From an optimization exercise on the open Yosys and OpenROAD flow, aimed at small area; shortcuts taken in it are not production practice.
Function was checked by simulation only, so behaviour that the tests miss may differ from the original.

Setup of before:
==> flow/design.v <==
module ict_seq (
    input  wire        clk,
    input  wire        rst,
    input  wire        cmd_valid,
    output wire        cmd_ready,
    input  wire [2:0]  cmd_op,
    input  wire [23:0] cmd_addr,
    input  wire [15:0] cmd_len,
    input  wire [3:0]  cmd_step,
    input  wire        cmd_wide,
    input  wire        cmd_big,
    input  wire [31:0] cmd_seed,
    input  wire [15:0] cmd_mask,
    input  wire [31:0] cmd_crc,
    output wire        bus_req_valid,
    input  wire        bus_req_ready,
    output wire        bus_req_we,
    output wire [23:0] bus_req_addr,
    output wire [15:0] bus_req_wdata,
    output wire        bus_req_wide,
    input  wire        bus_rsp_valid,
    input  wire [15:0] bus_rsp_rdata,
    output wire        res_valid,
    output wire [1:0]  res_code,
    output wire [31:0] res_value,
    output wire [23:0] res_addr,
    output wire [15:0] res_exp,
    output wire [15:0] res_act,
    output wire [1:0]  res_pass
);
    localparam OP_ROMCRC   = 3'd0;
    localparam OP_ROMCHK   = 3'd1;
    localparam OP_RAMMARCH = 3'd3;
    localparam OP_RAMADDR  = 3'd4;
    localparam OP_RAMFILL  = 3'd5;
    localparam [31:0] LCG_C  = 32'd1013904223;
    localparam [31:0] LCG_C2 = 32'd3282727597;
    localparam [31:0] POLY  = 32'hEDB88320;
    localparam S_IDLE  = 4'd0;    
    localparam S_RES   = 4'd1;    
    localparam S_WNEXT = 4'd3;    
    localparam S_REQ   = 4'd4;    
    localparam S_WAIT  = 4'd5;    
    localparam S_AGO   = 4'd6;    
    localparam S_PADV  = 4'd7;    
    localparam S_RSTRT = 4'd8;    
    localparam S_GEN   = 4'd9;    
    localparam S_ADV   = 4'd10;   
    localparam S_CMP   = 4'd11;   
    localparam S_ADEC  = 4'd12;   
    localparam S_ASTEP = 4'd13;   
    localparam S_ABACK = 4'd14;   
    reg [3:0]  state;
    reg [2:0]  op;
    reg [15:0] len;        
    reg [3:0]  step;
    reg        wide;
    reg        big;
    reg [15:0] mask;       
    reg [31:0] r1;         
    reg [31:0] r2;         
    reg [11:0] acc;        
    reg [23:0] addr;       
    reg [15:0] cnt;        
    reg [4:0]  bc;         
    reg        sp;         
    reg [4:0]  ei;         
    reg [4:0]  tj;         
    reg [1:0]  ph;         
    reg        fl;         
    reg        cy;         
    reg        bw;         
    wire [4:0] idx    = {bc[4] ^ sp, bc[3:0]};    
    wire win      = state[3];
    wire last     = (idx == 5'd31);
    wire l16      = (bc[3:0] == 4'd15);           
    wire l32      = (bc == 5'd31);                
    wire is_march = (op == OP_RAMMARCH);
    wire is_addr  = (op == OP_RAMADDR);
    wire is_crc   = (op == OP_ROMCRC) || (op == OP_ROMCHK);
    wire is_fill  = (op == OP_RAMFILL);
    wire accept   = cmd_valid && cmd_ready;
    wire [15:0] wmask = wide ? 16'hFFFF : 16'h00FF;
    wire [15:0] cmask = mask & wmask;
    wire [4:0]  stride = wide ? {step, 1'b0} : {1'b0, step};
    wire [15:0] pat  = r2[31:16] & wmask;
    wire        hit  = (ei == tj);
    wire [4:0]  inc  = ((state == S_ASTEP) ? ei : tj) + 5'd1;
    wire [15:0] expv = is_march ? pat : (hit ? mask : 16'd0);
    wire [15:0] expm = expv & cmask;
    wire [15:0] actm = bus_rsp_rdata & cmask;
    wire        bad  = |(actm ^ expm);
    wire        fail = (state == S_WAIT) && bus_rsp_valid && (is_march || is_addr) && bad;
    wire        we = is_fill || (is_march && !ph[0]) || (is_addr && ph != 2'd2);
    assign cmd_ready     = (state == S_IDLE) || (state == S_RES);
    assign bus_req_valid = (state == S_REQ);
    assign bus_req_we    = we;
    assign bus_req_addr  = addr;
    assign bus_req_wide  = wide;
    assign bus_req_wdata = is_addr ? ((ph == 2'd1) ? cmask : 16'd0) : pat;
    assign res_valid = (state == S_RES) || fail;
    assign res_code  = {op == 3'd7, fail || (op == OP_ROMCHK && fl)};
    assign res_value = r2;
    assign res_addr  = addr;
    assign res_exp   = expm;
    assign res_act   = actm;
    assign res_pass  = {ph[1], ~ph[1]};
    wire [3:0]  kk     = ei[4] ? 4'd0 : ei[3:0];
    wire [5:0]  sd     = {1'b0, idx} - {2'd0, kk} - {5'd0, wide};
    wire        y_str  = (sd[5:2] == 4'd0) && step[sd[1:0]];
    wire        n_bit  = !idx[4] && len[0];
    reg         a_en, a_sub, a_mul;
    always @(*) begin
        a_en = 1'b0; a_sub = 1'b0; a_mul = 1'b0;
        case (state)
        S_RSTRT: begin a_en = (ph != 2'd0); a_sub = 1'b1; a_mul = 1'b1; end
        S_CMP:   begin a_en = 1'b1; a_sub = 1'b1; a_mul = 1'b1; end
        S_ADV:   a_en = 1'b1;
        S_ASTEP: a_en = 1'b1;
        S_ABACK: begin a_en = !ei[4]; a_sub = 1'b1; end
        default: ;
        endcase
    end
    wire        lp     = !tj[0];
    wire        lcg_on = (state == S_GEN) || (state == S_ADV && is_march);
    wire [11:0] lcg_f  = lp ? 12'd479 : 12'd3475;
    wire        lcg_c  = lcg_on && lp && (ph[1] ? LCG_C2[idx] : LCG_C[idx]);
    wire [11:0] m_k    = lcg_on ? lcg_f : {7'd0, stride};
    wire        m_x    = lcg_on ? r2[0] : n_bit;
    wire [12:0] m_t    = {1'b0, acc} + (m_x ? {1'b0, m_k} : 13'd0) + {12'd0, lcg_c};
    wire        a_y   = (a_mul ? m_t[0] : y_str) ^ a_sub;
    wire        a_ci  = (idx == 5'd0) ? a_sub : cy;
    wire        a_s   = addr[0] ^ a_y ^ a_ci;
    wire        a_co  = (addr[0] & a_y) | (addr[0] & a_ci) | (a_y & a_ci);
    wire        a_shift = a_en && (idx < 5'd24);
    wire        crc_d  = mask[{idx[3] ^ (big & wide), idx[2:0]}];
    wire        crc_g  = r2[0] ^ crc_d;
    wire        crc_on = (state == S_ADV) && is_crc && !idx[4] && (wide || !idx[3]);
    wire        adec  = (state == S_ADEC);
    wire        d_src = (state == S_RSTRT) ? len[0] : adec ? len[1] : cnt[0];
    wire        d_dec = (state == S_ADV) || adec;
    wire        d_bi  = (idx == (adec ? 5'd15 : 5'd0)) ? 1'b1 : bw;
    wire        d_on  = adec ? (idx[4] ^ (idx[3:0] == 4'd15)) :
                        (state == S_RSTRT || state == S_ADV) && !idx[4];
    wire        d_clr = (state == S_ASTEP) && (bc[3:0] == ei[3:0]);
    wire        d_out = d_clr ? 1'b0 : !d_on ? cnt[0] : d_dec ? (d_src ^ d_bi) : d_src;
    always @(posedge clk) begin
        acc <= !win || last ? 12'd0 : m_t[12:1];
        cy  <= a_co;
        bw  <= d_bi & ~d_src;
        len <= accept ? cmd_len : {len[0], len[15:1]};
        r1  <= accept ? ((cmd_op == OP_ROMCHK) ? cmd_crc : cmd_seed) : {r1[0], r1[31:1]};
        bc  <= accept ? 5'd0 : bc + 5'd1;
        cnt <= {d_out, cnt[15:1]};
        if (accept) addr <= cmd_addr;
        else if (a_shift) addr <= {a_s, addr[23:1]};
    end
    always @(posedge clk) begin
        if (state == S_RSTRT)
            r2 <= {(is_march & (r1[0] ^ ph[1])) | (is_fill & r1[16]), r2[31:1]};
        else if (lcg_on)
            r2 <= {m_t[0], r2[31:1]};
        else if (crc_on)
            r2 <= {crc_g, r2[31:1] ^ (POLY[30:0] & {31{~crc_g}})};
        else if (state == S_CMP)
            r2 <= {r2[0], r2[31:1]};
        if (!win && l16) sp <= !bc[4];
        if (accept) sp <= 1'b0;
        case (state)
        S_IDLE, S_RES: begin
            state <= S_IDLE;
            if (cmd_valid) begin
                op    <= cmd_op;
                step  <= cmd_step;
                wide  <= cmd_wide;
                big   <= cmd_big;
                mask  <= cmd_mask;
                ph    <= 2'd0;
                ei    <= 5'd31;
                tj    <= 5'd31;
                fl    <= 1'b0;
                if (cmd_op == 3'd7) state <= S_RES;
                else if (cmd_op == OP_RAMADDR)
                    state <= (cmd_len == 16'd0) ? S_RES : S_ADEC;
                else state <= S_RSTRT;
            end
        end
        S_RSTRT: if (last) state <= is_march ? S_GEN : S_WNEXT;
        S_GEN, S_ADV: begin
            if (lcg_on) begin
                if (last) begin
                    tj[0] <= !tj[0];
                    state <= lp ? S_WNEXT : S_GEN;
                end
            end else if (idx == 5'd23) state <= S_WNEXT;
        end
        S_WNEXT: begin
            if (cnt != 16'd0) state <= S_REQ;
            else if (is_march && ph != 2'd3) begin
                if (l32) begin
                    ph    <= ph + 2'd1;
                    state <= S_RSTRT;
                end
            end else if (op == OP_ROMCHK) begin
                if (l32) state <= S_CMP;
            end else state <= S_RES;
        end
        S_REQ: begin
            if (bus_req_ready) begin
                if (!we) state <= S_WAIT;
                else if (!is_addr) state <= S_PADV;
                else begin
                    case (ph)
                    2'd1:    begin ph <= 2'd2; state <= S_PADV; end
                    2'd3:    begin ph <= 2'd1; tj <= inc; state <= S_AGO; end
                    default: begin fl <= 1'b1; state <= S_AGO; end
                    endcase
                end
            end
        end
        S_WAIT: begin
            if (is_crc) mask <= bus_rsp_rdata;    
            if (bus_rsp_valid) begin
                if (fail) state <= S_IDLE;
                else if (is_addr) begin
                    fl    <= 1'b1;
                    state <= S_AGO;
                end else state <= S_PADV;
            end
        end
        S_PADV: if (l16) state <= is_addr ? S_ABACK : S_ADV;
        S_CMP: begin
            if (r2[0] != r1[0]) fl <= 1'b1;
            if (last) state <= S_RES;
        end
        S_ADEC: if (last) state <= S_AGO;
        S_AGO: begin
            if (ph[0]) begin
                if (hit) state <= S_REQ;
                else if (cnt == 16'd0) state <= S_RES;
                else if (l16) state <= S_ASTEP;
            end else if (!fl) begin
                state <= S_REQ;                 
            end else if (l16) begin
                if (cnt == 16'd0) begin
                    ph    <= ph + 2'd1;         
                    state <= S_ABACK;
                end else begin
                    state <= S_ASTEP;
                end
            end
        end
        S_ASTEP: begin
            if (last) begin
                ei    <= inc;
                fl    <= 1'b0;
                state <= S_AGO;
            end
        end
        S_ABACK: begin
            if (last) begin
                ei    <= 5'd31;
                fl    <= 1'b0;
                state <= S_ADEC;
            end
        end
        default: state <= S_IDLE;
        endcase
        if (rst) state <= S_IDLE;
    end
endmodule
==> flow/config.mk <==
export PLATFORM = sky130hd
export DESIGN_NAME = ict_seq
export DESIGN_NICKNAME = ict_seq
export VERILOG_FILES = /design/flow/design.v
export SDC_FILE = /design/flow/constraint.sdc
export NUM_CORES = 4
export LEC_CHECK = 0
export CAP_MARGIN = 0
export CORE_MARGIN = 2
export CORE_UTILIZATION = 30
export PLACE_DENSITY = 0.6
export SLEW_MARGIN = 0
==> flow/constraint.sdc <==
create_clock -name core_clock -period 10.0 [get_ports {clk}]
set_input_delay 2.0000 -clock core_clock [delete_from_list [all_inputs] [get_ports {clk}]]
set_output_delay 2.0000 -clock core_clock [all_outputs]
set_load 0.01 [all_outputs]
standard.sh (not shown) runs the stock make flow with config.mk's settings and CLKGATE_MAP_FILE= SYNTH_SCRIPT=/design/flow/synth_recipe.tcl, a recipe that flattens the netlist after the stock synthesis.
==> flow/flow/run.sh <==
#!/bin/bash
# The standard layout (standard.sh: ORFS with the standard flow's synthesis script),
# with three layout settings changed through the ORFS environment:
#  - synthesis maps the logic with ABC's area-oriented mapper (amap) instead
#    of ORFS's delay-oriented script; every other step, and every register
#    with its name and cell type, is as in the standard synthesis;
#  - the port buffers use the smallest buffer cell (sky130_fd_sc_hd__buf_1);
#  - the clock tree uses clkbuf_8 buffers and no dummy loads.
# make's full output goes to standard.log; ORFS keeps each step's log
# under orfs/logs.
set -eo pipefail
here=$(pwd)
rm -rf "$here/orfs_scripts"
cp -r "$FLOW_HOME/scripts" "$here/orfs_scripts"
printf '%s\n' strash '&get -n' '&fraig -x' '&put' scorr dc2 strash 'dch -f' 'amap -m' \
    > "$here/orfs_scripts/abc_speed.script"
export SCRIPTS_DIR="$here/orfs_scripts"
export BUFFER_PORTS_ARGS="-buffer_cell sky130_fd_sc_hd__buf_1"
export CTS_ARGS="-sink_clustering_enable -repair_clock_nets -dont_use_dummy_load -buf_list sky130_fd_sc_hd__clkbuf_8"
bash standard.sh > standard.log 2>&1
Relative to before, the following input files were edited for after:
--- a/flow/design.v
+++ b/flow/design.v
@@ -37,8 +37,9 @@
     localparam [31:0] LCG_C2 = 32'd3282727597;
     localparam [31:0] POLY  = 32'hEDB88320;
     localparam S_IDLE  = 4'd0;    
     localparam S_RES   = 4'd1;    
+    localparam S_BEGIN = 4'd2;    
     localparam S_WNEXT = 4'd3;    
     localparam S_REQ   = 4'd4;    
     localparam S_WAIT  = 4'd5;    
     localparam S_AGO   = 4'd6;    
@@ -86,11 +87,9 @@
     wire [15:0] pat  = r2[31:16] & wmask;
     wire        hit  = (ei == tj);
     wire [4:0]  inc  = ((state == S_ASTEP) ? ei : tj) + 5'd1;
     wire [15:0] expv = is_march ? pat : (hit ? mask : 16'd0);
-    wire [15:0] expm = expv & cmask;
-    wire [15:0] actm = bus_rsp_rdata & cmask;
-    wire        bad  = |(actm ^ expm);
+    wire        bad  = |((bus_rsp_rdata ^ expv) & cmask);
     wire        fail = (state == S_WAIT) && bus_rsp_valid && (is_march || is_addr) && bad;
     wire        we = is_fill || (is_march && !ph[0]) || (is_addr && ph != 2'd2);
     assign cmd_ready     = (state == S_IDLE) || (state == S_RES);
     assign bus_req_valid = (state == S_REQ);
@@ -101,10 +100,10 @@
     assign res_valid = (state == S_RES) || fail;
     assign res_code  = {op == 3'd7, fail || (op == OP_ROMCHK && fl)};
     assign res_value = r2;
     assign res_addr  = addr;
-    assign res_exp   = expm;
-    assign res_act   = actm;
+    assign res_exp   = expv & cmask;
+    assign res_act   = bus_rsp_rdata & cmask;
     assign res_pass  = {ph[1], ~ph[1]};
     wire [3:0]  kk     = ei[4] ? 4'd0 : ei[3:0];
     wire [5:0]  sd     = {1'b0, idx} - {2'd0, kk} - {5'd0, wide};
     wire        y_str  = (sd[5:2] == 4'd0) && step[sd[1:0]];
@@ -164,9 +163,8 @@
             r2 <= {crc_g, r2[31:1] ^ (POLY[30:0] & {31{~crc_g}})};
         else if (state == S_CMP)
             r2 <= {r2[0], r2[31:1]};
         if (!win && l16) sp <= !bc[4];
-        if (accept) sp <= 1'b0;
         case (state)
         S_IDLE, S_RES: begin
             state <= S_IDLE;
             if (cmd_valid) begin
@@ -178,13 +176,17 @@
                 ph    <= 2'd0;
                 ei    <= 5'd31;
                 tj    <= 5'd31;
                 fl    <= 1'b0;
-                if (cmd_op == 3'd7) state <= S_RES;
-                else if (cmd_op == OP_RAMADDR)
-                    state <= (cmd_len == 16'd0) ? S_RES : S_ADEC;
-                else state <= S_RSTRT;
-            end
+                state <= S_BEGIN;
+            end
+        end
+        S_BEGIN: begin
+            if (op == 3'd7) state <= S_RES;
+            else if (is_addr) begin
+                if (len == 16'd0) state <= S_RES;
+                else if (l16) state <= S_ADEC;
+            end else if (l32) state <= S_RSTRT;
         end
         S_RSTRT: if (last) state <= is_march ? S_GEN : S_WNEXT;
         S_GEN, S_ADV: begin
             if (lcg_on) begin
[summary]
On simple-gate area share of the yosys netlist: between before and after, it ends up lower for before. In after the compound-cell area share of the yosys netlist turned out 0.49 points lower than in before. NOTE synthesized cell count before->after increased by a few percent. Summary of after over before: final wirelength shows an increase of 4.0%; count of endpoints failing setup in the final report shows no meaningful change; synthesized area shows an increase of 2.2%. Comparing before and after, the lower core outline area was measured on before. Higher sequential area share after synthesis was reported by before, not after. Against before, worst hold slack in after came out worse.

[separate check: timing with driven ports]
No port has a modelled driver above. Below, the same layouts with a new extraction and two added sets of constraints. Step 1 sets driving cells, clkbuf_16 on the clock port and buf_2 on the other inputs (assumed; they add their load-dependent delay and slew). Step 2, shift: input delay + t, output delay - t, t = (earliest + latest rising clock arrival at the registers) / 2. This alone moves slack from input paths to output paths. Three values: ideal, step 1, step 2; two values: the first two.
run | t, ns | setup WS [ns] | worst slew at a driven data input, ns
before | 0.482 | 3.043 / 2.997 / 3.479 | 0.07
after | 0.502 | 3.723 / 3.676 / 4.126 | 0.07
After both steps setup and hold are still met in every run listed.
